This design comes from an exercise in tuning for small area, a short achievable clock period and few clock cycles per item on the open sky130 flow, not from production work.
The RTL was checked by simulation tests, not by an equivalence proof against the original design.
Power is estimated from default activity; no workload was simulated.

==> flow/design.v (outline; a module is shown in full before it is edited, if it fits) <==
// module mete_fmul: 86 lines
// module mete_mul24: 1058 lines
// module mete_fadd: 102 lines
// module mete: 292 lines
module mete (
    input  wire        clk,
    input  wire        rst,
    input  wire        bus_sel,
    input  wire        bus_we,
    input  wire [7:2]  bus_addr,
    input  wire [31:0] bus_wdata,
    output wire [31:0] bus_rdata,
    output wire        bus_ack,
    output wire        irq
);
  // ...
==> flow/flow/run.sh <==
#!/bin/bash
# Own layout flow: the standard synthesis and layout (standard.sh), with
# repair_timing asked for a large setup margin so that the layout is timed
# well below the 27 ns clock. The clock, its period and the I/O constraints
# are the design's (constraint.sdc is not changed).
set -euo pipefail
bash standard.sh synth > synth.log 2>&1
bash standard.sh SETUP_SLACK_MARGIN=20 finish > layout.log 2>&1
==> flow/standard.sh <==
#!/bin/bash
# synth_recipe.tcl (not shown) runs the flow's synth.tcl, then flattens the netlist and writes it again
# the make line also repeats each setting of config.mk as NAME=value (left out here)
make -C /OpenROAD-flow-scripts/flow DESIGN_CONFIG=/design/flow/config.mk WORK_HOME=/design/flow/orfs CLKGATE_MAP_FILE= SYNTH_SCRIPT=/design/flow/synth_recipe.tcl "${@:-finish}"
==> flow/config.mk <==
export PLATFORM = sky130hd
export DESIGN_NAME = mete
export DESIGN_NICKNAME = mete
export VERILOG_FILES = /design/flow/design.v
export SDC_FILE = /design/flow/constraint.sdc
export NUM_CORES = 4
export LEC_CHECK = 0
export ABC_AREA = 1
export CAP_MARGIN = 20
export CORE_MARGIN = 2
export CORE_UTILIZATION = 45
export SLEW_MARGIN = 20
==> flow/constraint.sdc <==
create_clock -name core_clock -period 27.0 [get_ports {clk}]
set_input_delay 5.4000 -clock core_clock [delete_from_list [all_inputs] [get_ports {clk}]]
set_output_delay 5.4000 -clock core_clock [all_outputs]
set_load 0.01 [all_outputs]
==> metrics.md, run 1 <==
| Metric | Value |
|---|---|
| Outcome | complete, no violations |
| Most frequent cells in the layout | nand2_1, inv_1, nor2_1 |
| Drt wl/cell | roughly 26 µm |
| Unrepaired setup endpoints after global routing | true |
| Total GRT Usage | 0.386 |
| Count leader, synth | nand2_1 |
| Largest Register | u_mul.r_s |
| Final min period | 6.97 ns |
| Multi-input gate area | between 0.04 and 0.05 mm² |
| Seq/total area | 0.234 |
| Top_reg_cell synth | dfxtp_1 |
| DRT iter0 DRCs | 8404 |
| Commonest non-fill, non-tap cell in the layout | nand2_1 |
| Worst hold stages | 0 |
| FF-to-FF End | u_add.r_sum[22] |
| Grt ovf | 0 |
| Reg-to-reg startpoint | sb_ci |
| Leakage | 31.6 nW |
| Switching share of power | 0.358 |
| Layout clock buffers | between 100 and 150 |
| Nets | approximately 9500 |
| Post-synth top area cell | dfxtp_1 |
| Largest net degree at the start of global routing | around 80 |
| H-tree depth | 3 |
| CP startpoint kind | flip-flop |
| Layout overhead on the synthesized area | 10.9% |
| Cells after DPL | 10600 |
| Hold Path Class | flip-flop to flip-flop |
| Comb pwr share | 0.255 |
| Crit path launch | rd_q[7] |
| PnR worst setup slack | 20.03 ns |
| Total Power | about 3.2 mW |
| Die H | 376 µm |
| Pins Over Slew Limit | 0 |
| Latest clock arrival within the worst-skew pair | a little over 0.7 ns |
| Met2 Wirelength | 119000 µm |
| CTS Root Cell | clkbuf_16 |
| Dpl hpwl | 216000 µm |
Testbench counts, summed over its fixed seeds: cycles 189,270, pixels 2,048.
==> module mete_fmul, before the edit <==
module mete_fmul (
    input  wire        clk,
    input  wire [31:0] a,
    input  wire [31:0] b,
    input  wire        dbl,
    output reg  [31:0] y
);
    wire [7:0]  ea = a[30:23];
    wire [7:0]  eb = b[30:23];
    wire        a_ez = (ea == 8'd0);
    wire        b_ez = (eb == 8'd0);
    wire        a_fz = (a[22:0] == 23'd0);
    wire        b_fz = (b[22:0] == 23'd0);
    wire        a_em = &ea;
    wire        b_em = &eb;
    wire s_nan  = (a_em & ~a_fz) | (b_em & ~b_fz) | (a_em & b_ez & b_fz) | (b_em & a_ez & a_fz);
    wire s_inf  = a_em | b_em;
    wire s_zero = (a_ez & a_fz) | (b_ez & b_fz) | (a_ez & b_ez);
    wire [23:0] ma = {~a_ez, a[22:0]};
    wire [23:0] mb = {~b_ez, b[22:0]};
    wire [22:0] fs = a_ez ? a[22:0] : b[22:0];
    reg  [4:0]  lzs;
    integer i;
    always @* begin
        lzs = 5'd0;
        for (i = 0; i < 23; i = i + 1)
            if (fs[i]) lzs = 5'd23 - i[4:0];
    end
    wire [4:0]  lz0 = (a_ez | b_ez) ? lzs : 5'd0;
    wire [7:0]  xa = {ea[7:1], ea[0] | a_ez};
    wire [7:0]  xb = {eb[7:1], eb[0] | b_ez};
    wire signed [10:0] u  = 11'sd151 - $signed({3'b0, xa}) - $signed({3'b0, xb});
    wire signed [10:0] v  = 11'sd24 - $signed({6'b0, lz0});
    wire        lim = (u >= v);
    wire [5:0]  t   = lim ? ((u > 11'sd50) ? 6'd50 : u[5:0]) : v[5:0];
    wire signed [10:0] E0 = 11'sd25 - u - $signed({6'b0, lz0}) + $signed({10'd0, dbl});
    wire signed [10:0] E1 = E0 - 11'sd1;
    reg [4:0] tza, tzb;
    always @* begin
        tza = 5'd24; tzb = 5'd24;
        for (i = 23; i >= 0; i = i - 1) begin
            if (ma[i]) tza = i[4:0];
            if (mb[i]) tzb = i[4:0];
        end
    end
    wire [47:0] ps, pc;
    mete_mul24 u_mul (.a(ma), .b(mb), .s(ps), .c(pc));
    reg [47:0] r_s, r_c;
    reg [5:0]  r_t;
    reg        r_lim;
    reg [7:0]  r_e0, r_e1;
    reg        r_ov0, r_ov1;
    reg [4:0]  r_tza, r_tzb;
    reg        r_sign, r_nan, r_inf, r_zero, r_dbl;
    always @(posedge clk) begin
        r_s <= ps; r_c <= pc;
        r_t <= t; r_lim <= lim;
        r_e0 <= E0[7:0]; r_e1 <= E1[7:0];
        r_ov0 <= (E0 >= 11'sd255); r_ov1 <= (E1 >= 11'sd255);
        r_tza <= tza; r_tzb <= tzb;
        r_sign <= a[31] ^ b[31];
        r_nan <= s_nan; r_inf <= s_inf; r_zero <= s_zero; r_dbl <= dbl;
    end
    wire [6:0]  tz    = {2'b0, r_tza} + {2'b0, r_tzb};
    wire        r_st0 = (tz + 7'd1 < {1'b0, r_t});
    wire        r_st1 = (tz + 7'd2 < {1'b0, r_t});
    wire [47:0] p   = r_s + r_c;
    wire [49:0] pz  = {p, 2'b00};
    wire [25:0] w   = pz >> r_t;
    wire        sh1 = ~w[25] & ~r_lim;
    wire [23:0] m   = sh1 ? w[24:1] : w[25:2];
    wire        gg  = sh1 ? w[0] : w[1];
    wire        ss  = sh1 ? r_st1 : r_st0;
    wire [7:0]  ef  = sh1 ? r_e1 : r_e0;
    wire        ovf = m[23] & (sh1 ? r_ov1 : r_ov0);
    wire        rup = gg & (ss | m[0]);
    wire [30:0] base = m[23] ? {ef, m[22:0]} : (r_dbl ? {7'd0, m[22:0], 1'b0} : {8'd0, m[22:0]});
    wire [1:0]  inc  = (~m[23] & r_dbl) ? {rup, 1'b0} : {1'b0, rup};
    wire [30:0] rnd  = base + {29'd0, inc};
    always @(posedge clk) begin
        if (r_nan)                 y <= 32'h7FC00000;
        else if (r_inf | ovf)      y <= {r_sign, 8'hFF, 23'd0};
        else if (r_zero)           y <= {r_sign, 31'd0};
        else                       y <= {r_sign, rnd};
    end
endmodule
==> run 2: changes to the inputs <==
--- a/flow/design.v
+++ b/flow/design.v
@@ -48,20 +48,21 @@
     reg [47:0] r_s, r_c;
     reg [5:0]  r_t;
     reg        r_lim;
-    reg [7:0]  r_e0, r_e1;
+    reg [7:0]  r_e0;
     reg        r_ov0, r_ov1;
-    reg [4:0]  r_tza, r_tzb;
+    reg [5:0]  r_tz;
     reg        r_sign, r_nan, r_inf, r_zero, r_dbl;
     always @(posedge clk) begin
         r_s <= ps; r_c <= pc;
         r_t <= t; r_lim <= lim;
-        r_e0 <= E0[7:0]; r_e1 <= E1[7:0];
+        r_e0 <= E0[7:0];
         r_ov0 <= (E0 >= 11'sd255); r_ov1 <= (E1 >= 11'sd255);
-        r_tza <= tza; r_tzb <= tzb;
+        r_tz <= {1'b0, tza} + {1'b0, tzb};
         r_sign <= a[31] ^ b[31];
         r_nan <= s_nan; r_inf <= s_inf; r_zero <= s_zero; r_dbl <= dbl;
     end
-    wire [6:0]  tz    = {2'b0, r_tza} + {2'b0, r_tzb};
+    wire [6:0]  tz    = {1'b0, r_tz};
+    wire [7:0]  r_e1  = r_e0 - 8'd1;
     wire        r_st0 = (tz + 7'd1 < {1'b0, r_t});
     wire        r_st1 = (tz + 7'd2 < {1'b0, r_t});
     wire [47:0] p   = r_s + r_c;
--- a/flow/config.mk
+++ b/flow/config.mk
@@ -8,5 +8,6 @@
 export ABC_AREA = 1
 export CAP_MARGIN = 20
 export CORE_MARGIN = 2
-export CORE_UTILIZATION = 45
+export CORE_UTILIZATION = 50
+export CTS_BUF_LIST = sky130_fd_sc_hd__clkbuf_8
 export SLEW_MARGIN = 20
==> metrics.md, run 2 <==
| Metric | Value |
|---|---|
| Kind of critical path | flip-flop to output port |
| Share of layout cells above drive strength 1 | 0.0802 |
| Setup tns final | 0 ns |
| # IOs | between 70 and 80 |
| Grt peak-use layer | met1 |
| Die ar. | 0.126 mm² |
| Max reg flops | 48 |
| Dpl hpwl | 201000 µm (-6.7%) |
| CP peak stage delay | 0.36 ns |
| Deepest clock path buffer count | 3 |
| Hold buffers post-CTS | 0 |
| Largest net degree at the start of global routing | 101 (+28%) |
| Nets | 9489 (-0.51%) |
| Post-Synthesis Cell Area | a little over 0.06 mm² |
| Met2 Use GR | 0.576 |
| Clock group share of total power | 0.361 |
| Synth top cells by count | nand2_1, inv_1, o21ai_0 |
| Multi-input gate area | 0.0402 mm² (about the same) |
| Seq/Total Area, Yosys | 0.257 |
| Rows | 128 |
| CTS tree | done |
| Int Pwr | 1.93 mW |
| Final RePlAce weighted congestion | between 1 and 1.5 |
| CP required | 21.60 ns |
| DRT iter0 DRCs | 9347 (+11%) |
| Total Power | 3.07 mW (-4.4%) |
| Grt ovf | 0 (unchanged) |
| Most frequent cells in the layout | nand2_1, inv_1, o21ai_0 |
| Unrepaired setup endpoints after global routing | true |
| First-pass GRT wire length | 392000 µm |
| DRC Markers | 0 |
| Routed Antenna Nets | 0 |
| Outcome | complete, no violations |
| DR pass1 iterations | 7 |
| Top_reg_cell synth | dfxtp_1 |
| Count leader, synth | nand2_1 |
| Reg clk slew, reported paths | 0.06 ns |
| Vias post-DR | 65500 |
| Final hold vios | 0 |
| Largest Register | u_mul.r_s |
| CTS Root Cell | clkbuf_8 |
| Final min period | 6.91 ns (-0.0635 ns) |
| I/O Buffers | 75 |
| Die H | 355 µm (-5.4%) |
| Largest regs | u_mul.r_s: 48 flops, u_mul.r_c: 47 flops |
| Unique cell type count in the Yosys netlist | 81 |
| Routing usage on met1 | 0.582 |
| H-tree depth | 4 (+1) |
| Post-synth top area cell | dfxtp_1 |
| Commonest non-fill, non-tap cell in the layout | nand2_1 |
| Relative slew slack | 0.131 |
| Worst slew pin tran | 1.28 ns |
| Comb pwr share | 0.262 (+0.007) |
| Maximum resistive drop on vdd | 0.0701 mV |
| Syn Area/Cell | between 6 and 7 µm² |
| Top delay family on crit path | flip-flops |
| Total GRT Usage | 0.413 (+0.0269) |
| Largest cells by area after synthesis | dfxtp_1, nand2_1, edfxtp_1, fa_1, inv_1 |
| Register area | 0.0159 mm² |
| TritonCTS Buffers | 130 |
| Clock Skews | 0.0699 ns |
| Leakage | 31.5 nW (-0.29%) |
| Reg power frac | 0.377 |
| Layout overhead on the synthesized area | 10.8% (about the same) |
| Cells after DPL | 10400 (-2.6%) |
| Pins Over Slew Limit | 0 (unchanged) |
| Switch Pwr | 1.14 mW |
| Placeable core region | 0.122 mm² |
| Via density | 6.15 |
| Die width | 355 µm |
| Slowest CP cell | dfxtp_1 |
| CP startpoint kind | flip-flop |
| Grt met3 use | 0.108 |
| Number of global-route vias before repair | 60000 |
| Gate Count Post-Synth | 8913 |
| Final wirelength | 270000 µm |
| Top cell type's share of synthesized area | 0.169 |
| Crit path cell chain | clkdlybuf4s15_1 |
| # clock sinks | 703 |
| Initial antenna violation count | 14 |
| Hold Path Class | flip-flop to flip-flop |
| Crit share post-route | 0.256 |
| CP Capture Type | output port |
| Max Clk Rate | 145 MHz |
| WP buf/inv | 1 |
| Power Dens Cells | approximately 45 mW/mm² |
| Worst-path fanout max | 1 |
| Synth async-reset ratio | 0 |
| Drt wl/cell | 25.3 µm (-2.2%) |
| Filler cells | 12000 |
| Critical Path AT | 1.51 ns |
| Switching share of power | 0.370 (+0.0122) |
| Synthesis-stage register bit count | 703 |
| Latest clock arrival within the worst-skew pair | 0.92 ns (+0.21 ns) |
| Final setup viols | 0 |
| Fin cells | between 10000 and 15000 |
| Initial Utilization | 0.505 |
| EDFF count, synth | 181 |
| YS warnings | 3 |
| Max-cap violations | 0 |
-- run 2: cell count changes after synthesis, moves of 8 or more --
cell      change
nor2_1       -70
o21ai_0      +43
nand2_1      -31
inv_1        -23
a21oi_1      +14
dfxtp_1      -12
o21bai_1     +11
o21ai_1      -10
nand3_1       -8
-- run 2: layout make-up --
type	instances	area share
multi-input combinational	6498	0.587
clock buffer	158	0.0318
inverter	1296	0.0721
antenna	6	0.000219
tap	1625	0.0297
timing repair buffer	291	0.0383
timing repair inverter	3	0.000347
clock inverter	80	0.00826
sequential	703	0.232
-- run 2: cells by family (layout without fill, tap and decap cells) --
| logic type | count (synthesis) | count (layout) | share of synthesized area |
|---|---|---|---|
| fa+ha+maj | 524 | 524 | 0.137 |
| other cells | 1 | 12 | 0.0000607 |
| xor+xnor | 471 | 471 | 0.0669 |
| simple gates | 3454 | 3458 | 0.236 |
| flops | 703 | 703 | 0.257 |
| mux | 18 | 18 | 0.00296 |
| buf+inv | 1721 | 1828 | 0.106 |
| compound gates | 2021 | 2021 | 0.193 |
-- run 2: timing repair --
item	in CTS	in global routing
setup endpoints to repair	76	69
cloned	3	11
pin swaps	8	28
buffers inserted	13	38
resized for setup	114	167
-- run 2: metal layers --
metal	routed length, µm	vias to the layer above
met4	15700	4
met2	108000	4317
li1	-	29600
met5	27	-
met3	35000	747
met1	111000	30800
-- run 2: metrics by stage --
step	area (µm²)	worst slack (ns)	utilization	hold slack, ns
CTS	67300	20.01	0.551	0.370
detailed placement	64200	17.76	0.525	0.364
global route	68400	19.94	0.560	0.379
floorplan	61800	20.69	-	0.351
finish	68400	20.09	0.560	0.375
global placement	64200	17.71	0.525	0.371
-- run 2: power by group through the flow --
stage	clock network [mW]	logic, mW	registers (mW)
global route	1.16	0.894	1.15
finish	1.11	0.806	1.16
CTS	1.12	0.735	1.15
global placement	0	0.715	1.18
detailed placement	0	0.717	1.17
floorplan	0	0.532	1.14
-- run 2: worst paths after layout --
check | startpoint | cells after the start | to | slack [ns]
worst min-delay path | ph[1] | 0 | u_mul.r_dbl | 0.38
worst max register to register | sa_hp | 46 | u_add.r_sum[19] | 20.27
worst max-delay path | rd_q[16] | 1 | bus_rdata[16] | 20.09
worst min register to register | ph[1] | 0 | u_mul.r_dbl | 0.38
Testbench counts of run 2, summed over its fixed seeds: cycles 189,270, pixels 2,048.
==> module mete, before the edit <==
module mete (
    input  wire        clk,
    input  wire        rst,
    input  wire        bus_sel,
    input  wire        bus_we,
    input  wire [7:2]  bus_addr,
    input  wire [31:0] bus_wdata,
    output wire [31:0] bus_rdata,
    output wire        bus_ack,
    output wire        irq
);
    localparam [31:0] ID_VALUE     = 32'h4D455445;
    localparam [31:0] PARAM_VALUE  = 32'h001001FF;
    localparam [31:0] THRESH_VALUE = 32'h40800000;
    localparam [5:0] A_ID = 6'd0, A_CTRL = 6'd1, A_CMD = 6'd2, A_STATUS = 6'd3,
                     A_PIX = 6'd4, A_CRE = 6'd5, A_CIM = 6'd6, A_RESULT = 6'd7,
                     A_RGB = 6'd8, A_ZRE = 6'd9, A_ZIM = 6'd10, A_MOD2 = 6'd11,
                     A_ITER = 6'd12, A_PARAM = 6'd13, A_THRESH = 6'd14;
    localparam [3:0] E_ILLEGAL = 4'd1, E_START_BUSY = 4'd2, E_BAD_CONFIG = 4'd3,
                     E_COORD = 4'd4, E_ABORTED = 4'd5, E_OPERAND_BUSY = 4'd6;
    reg        ie_done, ie_err;
    reg [4:0]  log2n;
    reg        busy, done, err;
    reg [3:0]  errcode;
    reg [31:0] pix_xy;
    reg [31:0] c_re, c_im;
    reg        valid, dvg;
    reg [31:0] z_re, z_im;           
    reg [7:0]  iter;                 
    reg        ack_q, we_q;
    reg        rp;                   
    reg [5:0]  a_q;
    reg [3:0]  wd_q;                 
    reg        wd_hz;                
    reg [31:0] rd_q;
    reg        irq_q;
    reg        rst_q;                   
    reg        run, fin, first, xy, stall;
    reg        idle_q;               
    reg [5:0]  ph;                   
    reg [31:0] zr, zi, bb;
    reg [7:0]  mexp;                 
    reg [15:0] half;
    reg [31:0] sr, si;
    reg [7:0]  s_idx;
    reg        sv, det;
    reg        dv_run;
    reg [2:0]  dv_k;
    reg [7:0]  dv_rem;
    reg [4:0]  dv_p;
    reg        relabel;
    reg [7:0]  cyc;
    assign bus_ack   = ack_q;
    assign bus_rdata = rd_q;
    assign irq       = irq_q & ~rst_q;
    reg  [31:0] mul_a, mul_b, add_a, add_b;
    reg         mul_dbl;
    wire [31:0] mo, ao;
    mete_fmul u_mul (.clk(clk), .a(mul_a), .b(mul_b), .dbl(mul_dbl), .y(mo));
    mete_fadd u_add (.clk(clk), .rst(rst_q), .en(run & ~fin_now), .a(add_a), .b(add_b), .y(ao));
    wire [31:0] f_x  = {1'b0, mexp, 7'd0, pix_xy[15:0]};
    wire [31:0] f_y  = {1'b1, mexp, 7'd0, pix_xy[31:16]};
    wire [31:0] f_hp = {1'b0, mexp, 7'd0, half};
    wire [31:0] f_hn = {1'b1, mexp, 7'd0, half};
    reg sm_zr, sm_zi, sm_zr2, sm_ao;
    reg sa_mo, sa_ao, sa_hp, sa_x;
    reg sb_nbb, sb_bb, sb_ci, sb_cr, sb_y, sb_hn;
    reg [5:0] ph_n;
    reg       first_n, xy_n;
    always @* begin
        ph_n    = run ? {ph[4:0], ph[5]} : ph;
        first_n = first & ~(run & ph[1]);
        xy_n    = xy;
        if (do_start) begin ph_n = (do_map & idle_q) ? 6'b010000 : 6'b001000; first_n = 1'b1; xy_n = do_map; end
    end
    wire idle_n = ~(do_start | (run & ~fin_now & ~do_abort));
    always @(posedge clk) begin
        idle_q <= idle_n;
        sm_zr  <= ph_n[1] | ph_n[3];
        sm_zi  <= ph_n[1];
        sm_zr2 <= ph_n[3];
        sm_ao  <= ~(ph_n[1] | ph_n[3]);
        sa_mo  <= ~idle_n & (ph_n[2] | ph_n[5] | (ph_n[3] & ~first_n));
        sa_ao  <= ~idle_n & ph_n[4] & ~first_n;
        sa_hp  <= idle_n | (ph_n[3] & first_n & xy_n);
        sa_x   <= ~idle_n & ph_n[4] & first_n & xy_n;
        sb_nbb <= ~idle_n & ph_n[2];
        sb_bb  <= ~idle_n & ~(ph_n[2] | ph_n[3] | ph_n[4]);
        sb_ci  <= ~idle_n & ph_n[3] & ~(first_n & xy_n);
        sb_cr  <= ~idle_n & ph_n[4] & ~(first_n & xy_n);
        sb_y   <= idle_n | (ph_n[3] & first_n & xy_n);
        sb_hn  <= ~idle_n & ph_n[4] & first_n & xy_n;
    end
    always @* begin
        mul_dbl = ph[1];
        mul_a = ({32{sm_zr}} & zr) | ({32{sm_ao}} & ao);
        mul_b = ({32{sm_zi}} & zi) | ({32{sm_zr2}} & zr) | ({32{sm_ao}} & ao);
        add_a = ({32{sa_mo}} & mo) | ({32{sa_ao}} & ao) |
                ({32{sa_hp}} & f_hp) | ({32{sa_x}} & f_x);
        add_b = ({32{sb_nbb}} & {~bb[31], bb[30:0]}) | ({32{sb_bb}} & bb) |
                ({32{sb_ci}} & c_im) | ({32{sb_cr}} & c_re) |
                ({32{sb_y}} & f_y) | ({32{sb_hn}} & f_hn);
    end
    wire        m_gt4   = ~ao[31] & (ao[30:0] > 31'h40800000) & (ao[30:0] <= 31'h7F800000);
    wire        chk_now = run & ph[1] & ~first;
    wire        fin_now = chk_now & (m_gt4 | (iter == 8'd255));
    wire        floor_ok = ~det | (cyc == 8'd255);
    wire        capture = rp;
    wire        commit_w = (fin | fin_now) & floor_ok;           
    wire        commit   = commit_w & ~capture;
    wire [7:0]  n_idx   = iter + 8'd1;                          
    wire        z_eq    = (zr == sr) & (zi == si);
    wire        save_pt = (n_idx[3:0] == 4'd0) | (n_idx == 8'd1) | (n_idx == 8'd2) |
                          (n_idx == 8'd4) | (n_idx == 8'd8);
    reg         p_found, p_save;
    always @(posedge clk) begin
        p_found <= run & ph[1] & ~det & sv & z_eq;
        p_save  <= run & ph[1] & ~det & save_pt;
    end
    wire [11:0] dv_t    = {7'd0, dv_p} << dv_k;
    wire        dv_fit  = ({4'd0, dv_rem} >= dv_t);
    wire [7:0]  dv_nrem = dv_fit ? (dv_rem - dv_t[7:0]) : dv_rem;
    wire        wr        = ack_q & we_q;
    wire        busy_aft  = busy & ~commit_w;      
    wire        is_cmd    = wr & (a_q == A_CMD);
    wire        cmd_legal = wd_hz & (wd_q[3:0] < 4'd4);
    wire [3:0]  op        = wd_q[3:0];
    wire [15:0] px = pix_xy[15:0];
    wire [15:0] py = pix_xy[31:16];
    wire        l_ok  = (log2n >= 5'd1) & (log2n <= 5'd16);
    reg  [15:0] nmask;
    integer mi;
    always @* for (mi = 0; mi < 16; mi = mi + 1) nmask[mi] = (log2n > mi[4:0]);
    wire        xy_ok = ((px & ~nmask) == 16'd0) & ((py & ~nmask) == 16'd0);
    reg        rec_err;
    reg [3:0]  rec_code;
    reg        do_start, do_map, do_abort;
    always @* begin
        rec_err = 1'b0; rec_code = 4'd0;
        do_start = 1'b0; do_map = 1'b0; do_abort = 1'b0;
        if (is_cmd) begin
            if (!cmd_legal) begin
                rec_err = 1'b1; rec_code = E_ILLEGAL;
            end else if (op == 4'd1 || op == 4'd2) begin
                if (busy_aft) begin
                    rec_err = 1'b1; rec_code = E_START_BUSY;
                end else if (op == 4'd1 && !l_ok) begin
                    rec_err = 1'b1; rec_code = E_BAD_CONFIG;
                end else if (op == 4'd1 && !xy_ok) begin
                    rec_err = 1'b1; rec_code = E_COORD;
                end else begin
                    do_start = 1'b1;
                    do_map   = (op == 4'd1);
                end
            end else if (op == 4'd3 && busy_aft) begin
                do_abort = 1'b1;
                rec_err  = 1'b1; rec_code = E_ABORTED;
            end
        end
        if (wr && (a_q == A_CRE || a_q == A_CIM) && busy_aft) begin
            rec_err = 1'b1; rec_code = E_OPERAND_BUSY;
        end
    end
    reg        n_busy, n_done, n_err, n_ie_done, n_ie_err;
    reg [3:0]  n_errcode;
    always @* begin
        n_busy = busy; n_done = done; n_err = err; n_errcode = errcode;
        n_ie_done = ie_done; n_ie_err = ie_err;
        if (commit) begin n_busy = 1'b0; n_done = 1'b1; end
        if (wr && a_q == A_CTRL) begin n_ie_done = bus_wdata[0]; n_ie_err = bus_wdata[1]; end
        if (wr && a_q == A_STATUS) begin
            if (bus_wdata[1]) n_done = 1'b0;
            if (bus_wdata[2]) begin n_err = 1'b0; n_errcode = 4'd0; end
        end
        if (rec_err && !err) begin n_err = 1'b1; n_errcode = rec_code; end
        if (do_abort) n_busy = 1'b0;
        if (do_start) begin n_busy = 1'b1; n_done = 1'b0; end
    end
    wire [7:0] inten = dvg ? (8'd0 - iter) : 8'd0;
    reg [31:0] rdv;
    always @* begin
        case (a_q)
            A_ID:     rdv = ID_VALUE;
            A_CTRL:   rdv = {19'd0, log2n, 6'd0, ie_err, ie_done};
            A_STATUS: rdv = {24'd0, errcode, 1'b0, err, done, busy};
            A_PIX:    rdv = pix_xy;
            A_CRE:    rdv = c_re;
            A_CIM:    rdv = c_im;
            A_RESULT: rdv = {23'd0, valid, valid ? inten : 8'd0};
            A_RGB:    rdv = valid ? {8'd0, inten, inten, inten} : 32'd0;
            A_ZRE:    rdv = z_re;
            A_ZIM:    rdv = z_im;
            A_MOD2:   rdv = ao;
            A_ITER:   rdv = {24'd0, iter};
            A_PARAM:  rdv = PARAM_VALUE;
            A_THRESH: rdv = THRESH_VALUE;
            default:  rdv = 32'd0;
        endcase
    end
    always @(posedge clk) begin
        rst_q <= rst;
        mexp <= 8'd152 - {3'd0, log2n};
        half <= 16'd1 << (log2n - 5'd1);
        we_q <= bus_we;
        a_q  <= bus_addr;
        wd_q <= bus_wdata[3:0];
        wd_hz <= (bus_wdata[31:4] == 28'd0);
        rd_q <= rdv;
    end
    always @(posedge clk) begin
        if (rst_q) begin
            ack_q <= 1'b0; rp <= 1'b0; irq_q <= 1'b0;
            ie_done <= 1'b0; ie_err <= 1'b0; log2n <= 5'd10;
            busy <= 1'b0; done <= 1'b0; err <= 1'b0; errcode <= 4'd0;
            pix_xy <= 32'd0; c_re <= 32'd0; c_im <= 32'd0;
            valid <= 1'b0; dvg <= 1'b0;
            z_re <= 32'd0; z_im <= 32'd0; iter <= 8'd0;
            run <= 1'b0; fin <= 1'b0; first <= 1'b0; xy <= 1'b0; stall <= 1'b0;
            ph <= 6'd0; sv <= 1'b0; det <= 1'b0; dv_run <= 1'b0; relabel <= 1'b0;
            cyc <= 8'd0;
        end else begin
            begin : bus_fsm
                reg cap;
                cap = bus_sel & ~ack_q & ~rp & ~(stall & ((bus_addr == A_CRE) | (bus_addr == A_CIM)));
                ack_q <= (cap & bus_we) | rp;
                rp    <= cap & ~bus_we;
            end
            busy <= n_busy; done <= n_done; err <= n_err; errcode <= n_errcode;
            ie_done <= n_ie_done; ie_err <= n_ie_err;
            irq_q <= (n_done & n_ie_done) | (n_err & n_ie_err);
            if (cyc != 8'd255) cyc <= cyc + 8'd1;
            if (run) begin
                ph <= {ph[4:0], ph[5]};
                case (1'b1)
                    ph[5]: begin
                        zi <= ao; z_im <= zi;
                        if (first && xy) c_im <= ao;
                    end
                    ph[0]: begin zr <= ao; z_re <= zr; if (first && xy) c_re <= ao; stall <= 1'b0; end
                    ph[1]: begin
                        bb <= mo;
                        first <= 1'b0;
                        if (fin_now) begin
                            run <= 1'b0; fin <= 1'b1;
                            dvg <= m_gt4;
                        end else
                            iter <= n_idx;
                    end
                    default: ;
                endcase
                if (p_found) begin
                    det <= 1'b1; dv_run <= 1'b1; dv_k <= 3'd7;
                    dv_rem <= ~iter; dv_p <= iter[4:0] - s_idx[4:0];
                end else if (p_save) begin
                    sr <= zr; si <= zi; s_idx <= iter; sv <= 1'b1;
                end
                if (dv_run) begin
                    dv_rem <= dv_nrem;
                    dv_k <= dv_k - 3'd1;
                    if (dv_k == 3'd0) begin dv_run <= 1'b0; relabel <= 1'b1; end
                end
                if (relabel && ph[5]) begin
                    relabel <= 1'b0;
                    iter <= (dv_rem != 8'd0) ? (8'd0 - dv_rem) : (8'd0 - {3'd0, dv_p});
                end
            end
            if (commit) begin
                fin <= 1'b0; valid <= 1'b1;
            end
            if (fin_now && commit) run <= 1'b0;
            if (wr) begin
                case (a_q)
                    A_CTRL: log2n <= bus_wdata[12:8];
                    A_PIX:  pix_xy <= bus_wdata;
                    A_CRE:  if (!busy_aft) c_re <= bus_wdata;
                    A_CIM:  if (!busy_aft) c_im <= bus_wdata;
                    default: ;
                endcase
            end
            if (do_abort) begin
                run <= 1'b0; fin <= 1'b0; dv_run <= 1'b0; relabel <= 1'b0;
            end
            if (do_start) begin
                run <= 1'b1; fin <= 1'b0; first <= 1'b1; xy <= do_map;
                ph <= (do_map & idle_q) ? 6'b010000 : 6'b001000; iter <= 8'd0; valid <= 1'b0; dvg <= 1'b0;
                sv <= 1'b0; det <= 1'b0; dv_run <= 1'b0; relabel <= 1'b0;
                cyc <= 8'd0;
                stall <= do_map;
            end
        end
    end
endmodule
==> run 3: changes to the inputs <==
--- a/flow/design.v
+++ b/flow/design.v
@@ -1352,7 +1352,9 @@
     wire        chk_now = run & ph[1] & ~first;
     wire        fin_now = chk_now & (m_gt4 | (iter == 8'd255));
     wire        floor_ok = ~det | (cyc == 8'd255);
-    wire        capture = rp;
+    wire        fast_rd = (bus_addr == A_STATUS) | (bus_addr == A_RESULT);
+    wire        st_cap  = bus_sel & ~bus_we & ~ack_q & ~rp & fast_rd;
+    wire        capture = rp | st_cap;
     wire        commit_w = (fin | fin_now) & floor_ok;           
     wire        commit   = commit_w & ~capture;
     wire [7:0]  n_idx   = iter + 8'd1;                          
@@ -1452,7 +1454,8 @@
         a_q  <= bus_addr;
         wd_q <= bus_wdata[3:0];
         wd_hz <= (bus_wdata[31:4] == 28'd0);
-        rd_q <= rdv;
+        rd_q <= rp ? rdv : (bus_addr[4] ? {23'd0, valid, valid ? inten : 8'd0}
+                                        : {24'd0, errcode, 1'b0, err, done, busy});
     end
     always @(posedge clk) begin
         if (rst_q) begin
@@ -1469,8 +1472,8 @@
             begin : bus_fsm
                 reg cap;
                 cap = bus_sel & ~ack_q & ~rp & ~(stall & ((bus_addr == A_CRE) | (bus_addr == A_CIM)));
-                ack_q <= (cap & bus_we) | rp;
-                rp    <= cap & ~bus_we;
+                ack_q <= (cap & (bus_we | fast_rd)) | rp;
+                rp    <= cap & ~bus_we & ~fast_rd;
             end
             busy <= n_busy; done <= n_done; err <= n_err; errcode <= n_errcode;
             ie_done <= n_ie_done; ie_err <= n_ie_err;
==> metrics.md, run 3 <==
| Metric | Value |
|---|---|
| Outcome | complete, no violations |
| Relative slew slack | 0.114 (-0.0171) |
| Final wirelength | 273000 µm (+1.2%) |
| Crit share post-route | 0.258 (+0.00204) |
| Final hold vios | 0 (unchanged) |
| Drt wl/cell | 25.2 µm (-0.23%) |
| Met2 Use GR | 0.615 (+0.0391) |
| Crit. path cell count | 1 (unchanged) |
| Worst slew pin tran | 1.31 ns (+0.0299 ns) |
| Worst hold slack | 0.393 ns (+0.0175 ns) |
| # clock sinks | 703 (unchanged) |
| CP Capture Type | output port |
| Largest net degree at the start of global routing | 72 (-29%) |
| Final setup viols | 0 (unchanged) |
| Layout overhead on the synthesized area | 11.0% |
| Final min period | 6.96 ns (+0.0550 ns) |
| Largest cells by area after synthesis | dfxtp_1, nand2_1, edfxtp_1, fa_1, inv_1 |
| WP buf/inv | 1 (unchanged) |
| Die H | 357 µm (+0.43%) |
| Die width | 357 µm (+0.43%) |
| Max-cap violations | 0 (unchanged) |
| Worst hold stages | 0 (unchanged) |
| Top delay family on crit path | flip-flops |
| TritonCTS Buffers | 135 (+3.8%) |
| CTS Root Cell | clkbuf_8 |
| Top_reg_cell synth | dfxtp_1 |
| Reg-to-reg startpoint | sm_zr2 |
| Setup tns final | 0 ns (unchanged) |
| Top cell type's share of synthesized area | 0.168 (-0.00145) |
| Routed Antenna Nets | 0 (unchanged) |
| Leakage | 31.7 nW (+0.70%) |
| Post-Synthesis Cell Area | 0.0623 mm² (+0.87%) |
| Hold Path Class | flip-flop to flip-flop |
| Grt met3 use | 0.0866 (-0.0211) |
| CP peak stage delay | 0.39 ns (+0.03 ns) |
| Placeable core region | 0.124 mm² (+1.2%) |
| Grt peak-use layer | met2 |
| First-pass GRT wire length | 395000 µm (+0.55%) |
| Commonest non-fill, non-tap cell in the layout | nand2_1 |
| Hold buffers post-CTS | 0 (unchanged) |
| Crit path cell chain | dlygate4sd2_1 |
| I/O Buffers | 75 (unchanged) |
| Total GRT Usage | 0.414 (+0.00107) |
| Unrepaired setup endpoints after global routing | true |
| DRC Markers | 0 (unchanged) |
| Via density | 6.13 (-0.36%) |
| Count leader, synth | nand2_1 |
| Clock Skews | 0.0975 ns (+0.0276 ns) |
| Synth top cells by count | nand2_1, inv_1, nor2_1 |
| Grt ovf | 0 (unchanged) |
| YS warnings | 3 (unchanged) |
| Final RePlAce weighted congestion | 1.08 (+4.1%) |
| Filler cells | 12400 (+3.0%) |
| Syn Area/Cell | 6.88 µm² (-0.64%) |
| Min-delay src | ph[1] |
| CP startpoint kind | flip-flop |
| Deepest clock path buffer count | 3 (unchanged) |
| H-tree depth | 4 (unchanged) |
| Die ar. | 0.127 mm² (+0.85%) |
| Rows | 129 (+0.78%) |
| Reg clk slew, reported paths | 0.06 ns (about the same) |
| Share of layout cells above drive strength 1 | 0.0821 (+0.00191) |
| Nets | 9629 (+1.5%) |
| Vias post-DR | 66200 (+1.1%) |
| Critical Path AT | 1.56 ns (+0.05 ns) |
| CP required | 21.60 ns (about the same) |
| EDFF count, synth | 181 (unchanged) |
| Worst-path fanout max | 1 (unchanged) |
| Initial antenna violation count | 10 (-4) |
| Kind of critical path | flip-flop to output port |
| Max Clk Rate | 144 MHz (-0.79%) |
| DR pass1 iterations | 9 (+2) |
| Latest clock arrival within the worst-skew pair | 0.92 ns (about the same) |
| Gate Count Post-Synth | 9048 (+1.5%) |
| Largest Register | u_mul.r_s |
| Largest regs | u_mul.r_s: 48 flops, u_mul.r_c: 47 flops |
| Seq/Total Area, Yosys | 0.255 (-0.00221) |
| Worst R2R Path Depth | 14 (-70%) |
| Routing usage on met1 | 0.555 (-0.0264) |
| Pins Over Slew Limit | 0 (unchanged) |
| DRT iter0 DRCs | 9129 (-2.3%) |
| # IOs | 76 (unchanged) |
| Maximum resistive drop on vdd | 0.0500 mV (-29%) |
| Synth async-reset ratio | 0 (unchanged) |
| Initial Utilization | 0.504 (-0.00156) |
| Power Dens Cells | 46.6 mW/mm² (+3.9%) |
| Unique cell type count in the Yosys netlist | 81 (unchanged) |
| CTS tree | done |
| Dpl hpwl | 205000 µm (+2.0%) |
| Max reg flops | 48 (unchanged) |
| WHS Endpoint | u_mul.r_dbl |
| Most frequent cells in the layout | nand2_1, inv_1, nor2_1 |
| Post-synth top area cell | dfxtp_1 |
| FF-to-FF End | u_mul.r_c[29] |
| Synthesis-stage register bit count | 703 (unchanged) |
| Number of global-route vias before repair | 60800 (+1.3%) |
| Slowest CP cell | dfxtp_1 |
| R2r setup slk | 20.10 ns (-0.17 ns) |
## run 3: changes by cell type after synthesis, moves of 15 or more
cell     previous run  this run
nor2_1            702       770
inv_1            1231      1269
nand2_1          1854      1875
nand4_1            86        65
a22o_1             36        18
a31oi_1            34        51
o22ai_1           343       326
a21oi_1           449       464
## run 3: logic make-up (layout without fill, tap and decap cells)
logic type               count (synthesis)  after routing  synth area share
adder cells (fa/ha/maj)                523            523             0.136
AO/OA/AOI/OAI                         2022           2022             0.191
flip-flops                             703            703             0.255
multiplexers                            25             25           0.00404
XOR/XNOR                               471            471            0.0662
other                                    1             12         0.0000602
buffers and inverters                 1751           1866             0.107
AND/OR/NAND/NOR                       3552           3556             0.240
## run 3: routing by layer
metal,part of all wire,routed length [µm]
met3,0.11,30700
met2,0.42,115000
met5,0.00018,50
met1,0.40,109000
met4,0.068,18500
## run 3: repair_timing
item,in CTS,in global routing
gates resized for setup,101,158
cloned,7,8
pin swaps,6,34
endpoints found under the setup margin,84,61
buffers inserted,20,42
## run 3: power breakdown
part           switching (mW)  internal [mW]  total [mW]
logic                   0.625          0.273       0.898
registers              0.0514           1.11        1.16
clock network           0.529          0.640        1.17
## run 3: layout make-up
cell class / count / area, µm² / area share
Antenna cell: 6 / 15.0 / 0.000217
Clock buffer: 166 / 2280 / 0.0330
Multi-Input combinational cell: 6603 / 40600 / 0.587
Timing Repair inverter: 5 / 30.0 / 0.000434
Clock inverter: 79 / 641 / 0.00927
Timing Repair Buffer: 291 / 2580 / 0.0373
Inverter: 1325 / 5050 / 0.0730
Tap cell: 1637 / 2050 / 0.0296
Sequential cell: 703 / 15900 / 0.230
## run 3: how the worst max path moves through the flow
stage | endpoint | slack, ns | startpoint
4_1_cts | u_add.r_sum[10] | 20.00 | sa_x
5_1_grt | u_add.y[18] | 19.88 | u_add.r_sum[1]
6_report | bus_rdata[28] | 20.04 | rd_q[28]
3_5_place_dp | u_add.r_sum[24] | 18.16 | sa_hp
3_3_place_gp | u_add.r_sum[24] | 18.28 | sa_hp
2_1_floorplan | irq | 20.67 | rst_q
## run 3: through the flow
step | cells | setup slack (ns) | area [µm²] | power [mW] | utilization
after floorplan | 9053 | 20.67 | 62300 | 1.71 | -
after global placement | 10500 | 18.28 | 64600 | 1.96 | 0.523
after detailed placement | 10500 | 18.16 | 64700 | 1.95 | 0.523
after CTS | 10800 | 20.00 | 68100 | 3.13 | 0.551
after global routing | 10800 | 19.88 | 69100 | 3.35 | 0.559
final | 10800 | 20.04 | 69100 | 3.22 | 0.559
Testbench counts of run 3, summed over its fixed seeds: cycles 187,222, pixels 2,048.
==> module mete_fadd, before the edit <==
module mete_fadd (
    input  wire        clk,
    input  wire        rst,      
    input  wire        en,       
    input  wire [31:0] a,
    input  wire [31:0] b,
    output reg  [31:0] y
);
    wire        a_em = &a[30:23];
    wire        b_em = &b[30:23];
    wire        a_fz = (a[22:0] == 23'd0);
    wire        b_fz = (b[22:0] == 23'd0);
    wire        a_ez = (a[30:23] == 8'd0);
    wire        b_ez = (b[30:23] == 8'd0);
    wire        a_nan = a_em & ~a_fz;
    wire        b_nan = b_em & ~b_fz;
    wire        a_inf = a_em & a_fz;
    wire        b_inf = b_em & b_fz;
    wire [8:0]  dab = {1'b0, a[30:23]} - {1'b0, b[30:23]};
    wire [8:0]  dba = {1'b0, b[30:23]} - {1'b0, a[30:23]};
    wire        swap = dab[8];                  
    wire [7:0]  ex   = swap ? (b[30:23] | {7'd0, b_ez}) : (a[30:23] | {7'd0, a_ez});
    wire [7:0]  d    = swap ? dba[7:0] : dab[7:0];
    wire        eqe  = (a[30:23] == b[30:23]) | (a_ez & (b[30:23] == 8'd1)) | (b_ez & (a[30:23] == 8'd1));
    wire [23:0] ma   = {~a_ez, a[22:0]};
    wire [23:0] mb   = {~b_ez, b[22:0]};
    wire [23:0] mx   = swap ? mb : ma;
    wire        wsub = swap ? a_ez : b_ez;      
    wire        xsub = swap ? b_ez : a_ez;
    wire        wup  = wsub & ~xsub;
    wire [23:0] mw   = swap ? (a_ez & ~b_ez ? {a[22:0], 1'b0} : ma)
                            : (b_ez & ~a_ez ? {b[22:0], 1'b0} : mb);
    wire        sub  = a[31] ^ b[31];
    reg [5:0] tza, tzb;
    integer i;
    always @* begin
        tza = 6'd63; tzb = 6'd63;
        for (i = 23; i >= 0; i = i - 1) begin
            if (ma[i]) tza = i[5:0] + 6'd3 + {5'd0, a_ez};
            if (mb[i]) tzb = i[5:0] + 6'd3 + {5'd0, b_ez};
        end
    end
    wire [5:0]  tzw = swap ? tza : tzb;
    wire        big  = (d[7:5] != 3'd0) | (d[4:0] > 5'd26);
    wire [4:0]  dd   = big ? 5'd27 : d[4:0];
    wire [26:0] mwsh = {mw, 3'b000} >> dd;
    wire        lost = ({1'b0, dd} > tzw);
    wire [26:0] mwa  = {mwsh[26:1], mwsh[0] | lost};
    wire [28:0] s1c  = {1'b0, mx, 3'b000, 1'b1} + {{1'b0, mwa} ^ {28{sub}}, sub};
    wire [27:0] s1   = s1c[28:1];
    wire [24:0] s2   = {1'b0, mb} - {1'b0, ma};
    wire        bgt  = (mb > ma);
    wire        neg  = sub & eqe & bgt;
    wire [27:0] sum  = neg ? {1'b0, s2[23:0], 3'b000} : s1;
    wire        sx   = swap ? b[31] : (neg ? b[31] : a[31]);
    reg  [27:0] r_sum;
    reg  [7:0]  r_ex;
    reg         r_sx, r_nan, r_inf, r_infs, r_zs, r_e254;
    always @(posedge clk) begin
        r_sum  <= sum;
        r_ex   <= ex;
        r_sx   <= sx;
        r_nan  <= a_nan | b_nan | (a_inf & b_inf & sub);
        r_inf  <= a_inf | b_inf;
        r_infs <= a_inf ? a[31] : b[31];
        r_zs   <= a[31] & b[31];
        r_e254 <= (ex == 8'd254);
    end
    reg [4:0] lz;
    always @* begin
        lz = 5'd27;
        for (i = 0; i < 27; i = i + 1)
            if (r_sum[i]) lz = 5'd26 - i[4:0];
    end
    wire        lz_lt = (r_ex > {3'b0, lz});
    wire [4:0]  exm1  = r_ex[4:0] - 5'd1;
    wire [4:0]  sh    = lz_lt ? lz : exm1;
    wire [26:0] ml    = r_sum[26:0] << sh;
    wire [7:0]  exl = r_ex - {3'b0, lz};
    wire [7:0]  exi = r_ex + 8'd1;
    wire [7:0]  e     = r_sum[27] ? exi : (lz_lt ? exl : 8'd1);
    wire [26:0] m     = r_sum[27] ? {r_sum[27:2], r_sum[1] | r_sum[0]} : ml;
    wire [30:0] pack     = {(m[26] ? e : 8'd0), m[25:3]};
    wire        round_up = m[2] & (m[1] | m[0] | m[3]);
    wire [30:0] rounded  = pack + {30'd0, round_up};
    always @(posedge clk) begin
        if (rst)
            y <= 32'd0;
        else if (!en)
            y <= y;
        else if (r_nan)
            y <= 32'h7FC00000;
        else if (r_inf)
            y <= {r_infs, 8'hFF, 23'd0};
        else if (r_sum == 28'd0)
            y <= {r_zs, 31'd0};
        else if (r_sum[27] & r_e254)
            y <= {r_sx, 8'hFF, 23'd0};
        else
            y <= {r_sx, rounded};
    end
endmodule
==> run 4: changes to the inputs <==
--- a/flow/design.v
+++ b/flow/design.v
@@ -1161,28 +1161,24 @@
     wire        b_nan = b_em & ~b_fz;
     wire        a_inf = a_em & a_fz;
     wire        b_inf = b_em & b_fz;
-    wire [8:0]  dab = {1'b0, a[30:23]} - {1'b0, b[30:23]};
-    wire [8:0]  dba = {1'b0, b[30:23]} - {1'b0, a[30:23]};
-    wire        swap = dab[8];                  
-    wire [7:0]  ex   = swap ? (b[30:23] | {7'd0, b_ez}) : (a[30:23] | {7'd0, a_ez});
-    wire [7:0]  d    = swap ? dba[7:0] : dab[7:0];
-    wire        eqe  = (a[30:23] == b[30:23]) | (a_ez & (b[30:23] == 8'd1)) | (b_ez & (a[30:23] == 8'd1));
+    wire        swap = (b[30:0] > a[30:0]);
+    wire [7:0]  xa   = a[30:23] | {7'd0, a_ez};
+    wire [7:0]  xb   = b[30:23] | {7'd0, b_ez};
+    wire [7:0]  ex   = swap ? xb : xa;
+    wire [7:0]  d    = swap ? (xb - xa) : (xa - xb);
     wire [23:0] ma   = {~a_ez, a[22:0]};
     wire [23:0] mb   = {~b_ez, b[22:0]};
     wire [23:0] mx   = swap ? mb : ma;
-    wire        wsub = swap ? a_ez : b_ez;      
-    wire        xsub = swap ? b_ez : a_ez;
-    wire        wup  = wsub & ~xsub;
-    wire [23:0] mw   = swap ? (a_ez & ~b_ez ? {a[22:0], 1'b0} : ma)
-                            : (b_ez & ~a_ez ? {b[22:0], 1'b0} : mb);
+    wire [23:0] mw   = swap ? ma : mb;
     wire        sub  = a[31] ^ b[31];
+    wire        sx   = swap ? b[31] : a[31];
     reg [5:0] tza, tzb;
     integer i;
     always @* begin
         tza = 6'd63; tzb = 6'd63;
         for (i = 23; i >= 0; i = i - 1) begin
-            if (ma[i]) tza = i[5:0] + 6'd3 + {5'd0, a_ez};
-            if (mb[i]) tzb = i[5:0] + 6'd3 + {5'd0, b_ez};
+            if (ma[i]) tza = i[5:0] + 6'd3;
+            if (mb[i]) tzb = i[5:0] + 6'd3;
         end
     end
     wire [5:0]  tzw = swap ? tza : tzb;
@@ -1192,12 +1188,7 @@
     wire        lost = ({1'b0, dd} > tzw);
     wire [26:0] mwa  = {mwsh[26:1], mwsh[0] | lost};
     wire [28:0] s1c  = {1'b0, mx, 3'b000, 1'b1} + {{1'b0, mwa} ^ {28{sub}}, sub};
-    wire [27:0] s1   = s1c[28:1];
-    wire [24:0] s2   = {1'b0, mb} - {1'b0, ma};
-    wire        bgt  = (mb > ma);
-    wire        neg  = sub & eqe & bgt;
-    wire [27:0] sum  = neg ? {1'b0, s2[23:0], 3'b000} : s1;
-    wire        sx   = swap ? b[31] : (neg ? b[31] : a[31]);
+    wire [27:0] sum  = s1c[28:1];
     reg  [27:0] r_sum;
     reg  [7:0]  r_ex;
     reg         r_sx, r_nan, r_inf, r_infs, r_zs, r_e254;
==> metrics.md, run 4 <==
| Metric | Value |
|---|---|
| Outcome | complete, no violations |
| Worst slew pin tran | 1.26 ns (-0.0511 ns) |
| CTS tree | done |
| Relative slew slack | 0.151 (+0.0368) |
| Max Clk Rate | 144 MHz (+0.45%) |
| Syn Area/Cell | 6.89 µm² (about the same) |
| Top delay family on crit path | buffers and inverters |
| CP peak stage delay | 0.34 ns (-0.05 ns) |
| Worst-path fanout max | 1 (unchanged) |
| Adder-Cell Fraction of Synth Area | 0.138 (+0.00156) |
| First-pass GRT wire length | 386000 µm (-2.2%) |
| Main combinational cell family by area after synthesis | simple AND/OR/NAND/NOR gates |
| Post-Synthesis Cell Area | 0.0610 mm² (-2.1%) |
| Latest clock arrival within the worst-skew pair | 0.90 ns (-0.02 ns) |
| Layout overhead on the synthesized area | 11.4% |
| CP required | 21.60 ns (about the same) |
| CTS Root Cell | clkbuf_8 |
| Rows | 128 (-0.78%) |
| Hold Path Class | flip-flop to flip-flop |
| Filler cells | 12000 (-2.7%) |
| Largest Register | u_mul.r_s |
| Synth top cells by count | nand2_1, inv_1, nor2_1 |
| DR pass1 iterations | 9 (unchanged) |
| Vias post-DR | 64400 (-2.8%) |
| Routed Antenna Nets | 0 (unchanged) |
| Crit path cell chain | dlygate4sd2_1 |
| Leakage | 31.4 nW (-0.91%) |
| Clock Skews | 0.0881 ns (-0.00939 ns) |
| EDFF count, synth | 181 (unchanged) |
| Register area | 0.0159 mm² (+0.16%) |
| Nets | 9412 (-2.3%) |
| Initial Utilization | 0.502 (-0.00146) |
| Post-synth top area cell | dfxtp_1 |
| Final wirelength | 269000 µm (-1.3%) |
| Cells after DPL | 10300 (-2.1%) |
| Worst hold slack | 0.442 ns (+0.0488 ns) |
| Dpl hpwl | 202000 µm (-1.5%) |
| Die width | 353 µm (-1.0%) |
| Largest cells by area after synthesis | dfxtp_1, nand2_1, edfxtp_1, fa_1, inv_1 |
| # clock sinks | 703 (unchanged) |
| Deepest clock path buffer count | 3 (unchanged) |
| Gate Count Post-Synth | 8852 (-2.2%) |
| # IOs | 76 (unchanged) |
| Number of global-route vias before repair | 58900 (-3.0%) |
| Final setup viols | 0 (unchanged) |
| Top_reg_cell synth | dfxtp_1 |
| Share of layout cells above drive strength 1 | 0.0860 (+0.00388) |
| Slowest CP cell | dlygate4sd2_1 |
| Max reg flops | 48 (unchanged) |
| YS warnings | 3 (unchanged) |
| Crit share post-route | 0.257 (-0.00117) |
| Final RePlAce weighted congestion | 1.03 (-5.2%) |
| Grt ovf | 0 (unchanged) |
| CP startpoint kind | flip-flop |
| Reg clk slew, reported paths | 0.06 ns (about the same) |
| Unique cell type count in the Yosys netlist | 81 (unchanged) |
| WP buf/inv | 1 (unchanged) |
| DRT iter0 DRCs | 8711 (-4.6%) |
| Initial antenna violation count | 23 (+13) |
| Top cell type's share of synthesized area | 0.171 (+0.00359) |
| Max-cap violations | 0 (unchanged) |
| Setup tns final | 0 ns (unchanged) |
| Placeable core region | 0.121 mm² (-1.8%) |
| Power Dens Cells | 47.4 mW/mm² (+1.6%) |
| H-tree depth | 4 (unchanged) |
| Pins Over Slew Limit | 0 (unchanged) |
| Kind of critical path | flip-flop to output port |
| Unrepaired setup endpoints after global routing | true |
| Largest regs | u_mul.r_s: 48 flops, u_mul.r_c: 47 flops |
| Synth Area in Simple Gates | 0.248 (+0.00760) |
| Synth async-reset ratio | 0 (unchanged) |
| I/O Buffers | 75 (unchanged) |
| Commonest non-fill, non-tap cell in the layout | nand2_1 |
| Most frequent cells in the layout | nand2_1, inv_1, nor2_1 |
| Post-synthesis mux area share | 0.00199 (-0.00205) |
| Total GRT Usage | 0.412 (-0.00128) |
| XOR/XNOR share of the synthesized area | 0.0678 (+0.00156) |
| Drt wl/cell | 25.4 µm (+0.76%) |
| Seq/Total Area, Yosys | 0.260 (+0.00546) |
| TritonCTS Buffers | 131 (-3.0%) |
| Final min period | 6.93 ns (-0.0315 ns) |
| Critical Path AT | 1.53 ns (-0.03 ns) |
| Synthesis-stage register bit count | 703 (unchanged) |
| Via density | 6.08 (-0.71%) |
| DRC Markers | 0 (unchanged) |
| Die H | 353 µm (-1.0%) |
| Final hold vios | 0 (unchanged) |
| Post-synthesis compound-gate area fraction | 0.177 (-0.0145) |
| Die ar. | 0.125 mm² (-2.1%) |
| Count leader, synth | nand2_1 |
| Maximum resistive drop on vdd | 0.0614 mV (+23%) |
| Largest net degree at the start of global routing | 104 (+44%) |
| Multi-input gate area | 0.0396 mm² (-2.4%) |
| CP Capture Type | output port |
| Fin cells | 10600 (-2.1%) |
[run 4: cell count changes in the layout (fill, tap and decap cells not counted), moves of 25 or more]
cell | before | now
o21ai_0 | 693 | 589
nand2_1 | 1852 | 1896
a21oi_1 | 449 | 412
inv_1 | 1298 | 1267
o21ai_1 | 69 | 44
buf_4 | 195 | 162
nor2_1 | 740 | 709
nand3_1 | 539 | 585
[run 4: kinds of logic (layout without fill, tap and decap cells)]
group,count (synthesis),after routing
simple gates,3600,3601
compound gates,1827,1827
buf+inv,1720,1818
flops,703,703
fa+ha+maj,517,517
xor+xnor,472,472
mux,12,12
other cells,1,14
[run 4: timing repair]
action / 4_1_cts / 5_1_grt
pin swaps: 8 / 68
setup buffers: 11 / 52
gates resized for setup: 134 / 277
setup endpoints to repair: 92 / 74
endpoints found under the hold margin: 0 / 0
hold buffers: 0 / 0
gates cloned: 5 / 11
[run 4: final timing paths]
kind         slack, ns         from  depth (start not counted)              end
max              20.07     rd_q[21]                          1    bus_rdata[21]
min               0.44  u_mul.y[12]                          0           bb[12]
max reg2reg      20.24  u_add.y[30]                         43  u_add.r_sum[16]
min reg2reg       0.44  u_mul.y[12]                          0           bb[12]
[run 4: area by class of cell]
cell class / count / share of cell area
multi-input cells: 6435 / 0.583
well taps: 1625 / 0.0299
repair inverters: 6 / 0.000626
repair buffers: 268 / 0.0366
diodes: 8 / 0.000295
clock buffers: 160 / 0.0324
clock inverters: 76 / 0.00897
flip-flops and latches: 703 / 0.234
inverters: 1308 / 0.0736
[run 4: report_power, final]
group          total [mW]  switching, mW  internal (mW)
clock network        1.13          0.537          0.592
logic               0.880          0.598          0.281
registers            1.21          0.107           1.11
[run 4: metrics by stage]
stage / instance area [µm²] / setup WS (ns) / utilization / total power, mW
2_1_floorplan: 61000 / 20.34 / - / 1.70
3_3_place_gp: 63100 / 17.32 / 0.520 / 1.98
3_5_place_dp: 63100 / 17.20 / 0.520 / 1.98
4_1_cts: 66400 / 20.00 / 0.547 / 3.10
5_1_grt: 67900 / 19.94 / 0.560 / 3.34
6_report: 68000 / 20.07 / 0.560 / 3.22
[run 4: layer usage]
metal,track usage,part of all wire,up-vias,routed length (µm)
met5,0,0.00032,-,86
met4,0.243,0.072,14,19400
met3,0.115,0.12,965,33400
met2,0.601,0.41,4159,111000
met1,0.545,0.39,30000,105000
li1,-,-,29300,-
Testbench counts of run 4, summed over its fixed seeds: cycles 187,222, pixels 2,048.
==> run 5: changes to the inputs <==
--- a/flow/config.mk
+++ b/flow/config.mk
@@ -8,6 +8,6 @@
 export ABC_AREA = 1
 export CAP_MARGIN = 20
 export CORE_MARGIN = 2
-export CORE_UTILIZATION = 50
+export CORE_UTILIZATION = 55
 export CTS_BUF_LIST = sky130_fd_sc_hd__clkbuf_8
 export SLEW_MARGIN = 20
==> metrics.md, run 5 <==
| Metric | Value |
|---|---|
| CP startpoint kind | flip-flop |
| CTS Root Cell | clkbuf_8 |
| Largest cells by area after synthesis | dfxtp_1, nand2_1, edfxtp_1, fa_1, inv_1 |
| CP required | 21.60 ns (about the same) |
| PnR worst setup slack | 20.10 ns (+0.0299 ns) |
| Grt ovf | 0 (unchanged) |
| Filler cells | 10300 (-15%) |
| Deepest clock path buffer count | 3 (unchanged) |
| Top_reg_cell synth | dfxtp_1 |
| Via density | 6.26 (+2.9%) |
| Outcome | complete, no violations |
| Setup tns final | 0 ns (unchanged) |
| Synthesis-stage register bit count | 703 (unchanged) |
| Largest regs | u_mul.r_s: 48 flops, u_mul.r_c: 47 flops |
| Die H | 337 µm (-4.6%) |
| Hold Path Class | flip-flop to flip-flop |
| Top delay family on crit path | flip-flops |
| Synth top cells by count | nand2_1, inv_1, nor2_1 |
| Clock Skews | 0.0900 ns (+0.00187 ns) |
| Vias post-DR | 65300 (+1.4%) |
| Count leader, synth | nand2_1 |
| Worst-path fanout max | 3 (+2) |
| DR pass1 iterations | 7 (-2) |
| Final min period | 6.90 ns (-0.0299 ns) |
| I/O Buffers | 75 (unchanged) |
| Crit share post-route | 0.256 (-0.00111) |
| CP Capture Type | output port |
| DRC Markers | 0 (unchanged) |
| Worst hold slack | 0.439 ns (-0.00241 ns) |
| Routed Antenna Nets | 0 (unchanged) |
| Pins Over Slew Limit | 0 (unchanged) |
| Unique cell type count in the Yosys netlist | 81 (unchanged) |
| CP peak stage delay | 0.35 ns (about the same) |
| Final wirelength | 262000 µm (-2.9%) |
| Max reg flops | 48 (unchanged) |
| Post-synth top area cell | dfxtp_1 |
| Largest net degree at the start of global routing | 109 (+4.8%) |
| EDFF count, synth | 181 (unchanged) |
| Reg clk slew, reported paths | 0.07 ns (about the same) |
| Critical Path AT | 1.50 ns (-0.03 ns) |
| TritonCTS Buffers | 119 (-9.2%) |
| First-pass GRT wire length | 377000 µm (-2.2%) |
| Nets | 9388 (-0.25%) |
| Latest clock arrival within the worst-skew pair | 0.87 ns (-0.03 ns) |
| Largest Register | u_mul.r_s |
| Synth async-reset ratio | 0 (unchanged) |
| Dpl hpwl | 197000 µm (-2.7%) |
| Number of global-route vias before repair | 59600 (+1.2%) |
| Final setup viols | 0 (unchanged) |
| Leakage | 31.4 nW (-0.25%) |
| Initial antenna violation count | 9 (-61%) |
| Top cell type's share of synthesized area | 0.171 (unchanged) |
| Final hold vios | 0 (unchanged) |
| Cells after DPL | 10100 (-1.4%) |
| Share of layout cells above drive strength 1 | 0.0831 (-0.00283) |
| Total GRT Usage | 0.444 (+0.0312) |
| Maximum resistive drop on vdd | 0.0624 mV (+1.6%) |
| Worst slew pin tran | 1.28 ns (+0.0118 ns) |
| Max Clk Rate | 145 MHz (+0.43%) |
| Most frequent cells in the layout | nand2_1, inv_1, nor2_1 |
| WP buf/inv | 1 (unchanged) |
| Max-cap violations | 0 (unchanged) |
| H-tree depth | 3 (-1) |
| Place WS | 18.51 ns (+1.31 ns) |
| Commonest non-fill, non-tap cell in the layout | nand2_1 |
| Rows | 122 (-4.7%) |
| Syn Area/Cell | 6.89 µm² (unchanged) |
| Kind of critical path | flip-flop to output port |
| Crit path cell chain | dlygate4sd2_1 |
| Unrepaired setup endpoints after global routing | true |
| Seq/Total Area, Yosys | 0.260 (unchanged) |
| # IOs | 76 (unchanged) |
| Gate Count Post-Synth | 8852 (unchanged) |
| Drt wl/cell | 25.1 µm (-1.4%) |
| Power Dens Cells | 47.5 mW/mm² (+0.29%) |
| DRT iter0 DRCs | 9381 (+7.7%) |
| CTS tree | done |
| Final RePlAce weighted congestion | 1.05 (+1.8%) |
| Die width | 337 µm (-4.6%) |
| Die ar. | 0.114 mm² (-9.0%) |
| Fin cells | 10400 (-1.5%) |
| Layout overhead on the synthesized area | 11.0% |
| Post-Synthesis Cell Area | 0.0610 mm² (unchanged) |
| # clock sinks | 703 (unchanged) |
| YS warnings | 3 (unchanged) |
| Placeable core region | 0.110 mm² (-9.1%) |
| Relative slew slack | 0.141 (-0.0104) |
| Initial Utilization | 0.553 (+0.0502) |
| Fin util | 0.613 (+0.0536) |
| Slowest CP cell | dfxtp_1 |
==> run 5: repair_timing <==
action,CTS,global route
buffers inserted,13,45
hold buffers,0,0
pin swaps,6,61
endpoints found under the setup margin,92,63
gates resized for setup,121,255
gates cloned,4,6
==> run 5: final timing paths <==
| check | start | to | slack (ns) | depth (start not counted) |
|---|---|---|---|---|
| worst max-delay path | ack_q | bus_ack | 20.10 | 1 |
| worst min-delay path | u_mul.y[31] | bb[31] | 0.44 | 0 |
| worst max register to register | sa_ao | u_add.r_sum[19] | 20.21 | 42 |
| worst min register to register | u_mul.y[31] | bb[31] | 0.44 | 0 |
==> run 5: power by group <==
part	total, mW	internal [mW]	switching [mW]
clock network	1.14	0.619	0.521
registers	1.19	1.11	0.0880
logic	0.885	0.281	0.604
==> run 5: layout make-up <==
class / instances / area (µm²) / area share
flip-flops and latches: 703 / 15900 / 0.235
well taps: 1488 / 1860 / 0.0275
diodes: 7 / 17.5 / 0.000259
clock buffers: 139 / 1910 / 0.0283
repair inverters: 4 / 27.5 / 0.000407
multi-input cells: 6436 / 39700 / 0.587
clock inverters: 89 / 912 / 0.0135
inverters: 1308 / 4970 / 0.0735
repair buffers: 257 / 2360 / 0.0349
==> run 5: per-stage QoR <==
step	power (mW)	cell area [µm²]
floorplan	1.70	61000
global placement	1.96	62900
detailed placement	1.96	62900
CTS	3.10	66200
global route	3.34	67700
finish	3.22	67700
==> run 5: per-layer routing <==
metal  up-vias  track usage  part of all wire
li1      29200            -                 -
met1     30200        0.579              0.38
met2      4751        0.653              0.41
met3      1155        0.118              0.13
met4         6        0.276             0.079
met5         -            0           0.00016
==> run 5: cell families after synthesis <==
| group | count (synthesis) | share of synthesized area |
|---|---|---|
| DFF | 703 | 0.260 |
| buffers and inverters | 1720 | 0.108 |
| AOI/OAI and AO/OA | 1827 | 0.177 |
| xor gates and xnor gates | 472 | 0.0678 |
| other | 1 | 0.0000615 |
| and+or+nand+nor | 3600 | 0.248 |
| muxes | 12 | 0.00199 |
| adders and majority gates | 517 | 0.138 |

## separate check: timing with driven ports
In the flow no input, the clock included, has a driving cell. The finished layouts below were timed again as built, in two steps. Step 1, drivers: a clkbuf_16 drives clk and a buf_2 each remaining input, both assumed. Step 2 moves the port delays by t, midway between the first and last clock arrival at a register: inputs arrive t later, outputs are due t later. That takes back most of the time a late clock gives input paths. a / b / c = ideal ports / drivers / drivers and shift; a / b = the first two.
run	t, ns	slack for setup (ns)	worst setup path after step 2	worst slew at a driven data input, ns
run 1	0.755	20.028 / 19.953 / 20.078	input to register	0.06
run 2	0.960	20.092 / 20.019 / 19.917	input to register	0.05
run 3	0.947	20.037 / 19.964 / 19.314	input to register	0.07
run 4	0.935	20.068 / 19.996 / 19.394	input to register	0.08
run 5	0.905	20.098 / 20.021 / 19.456	input to register	0.09
After both steps setup and hold are still met in every run listed. The setup slack of run 3, which loses most, moves by -0.073 ns with the drivers and by -0.723 ns with both steps.
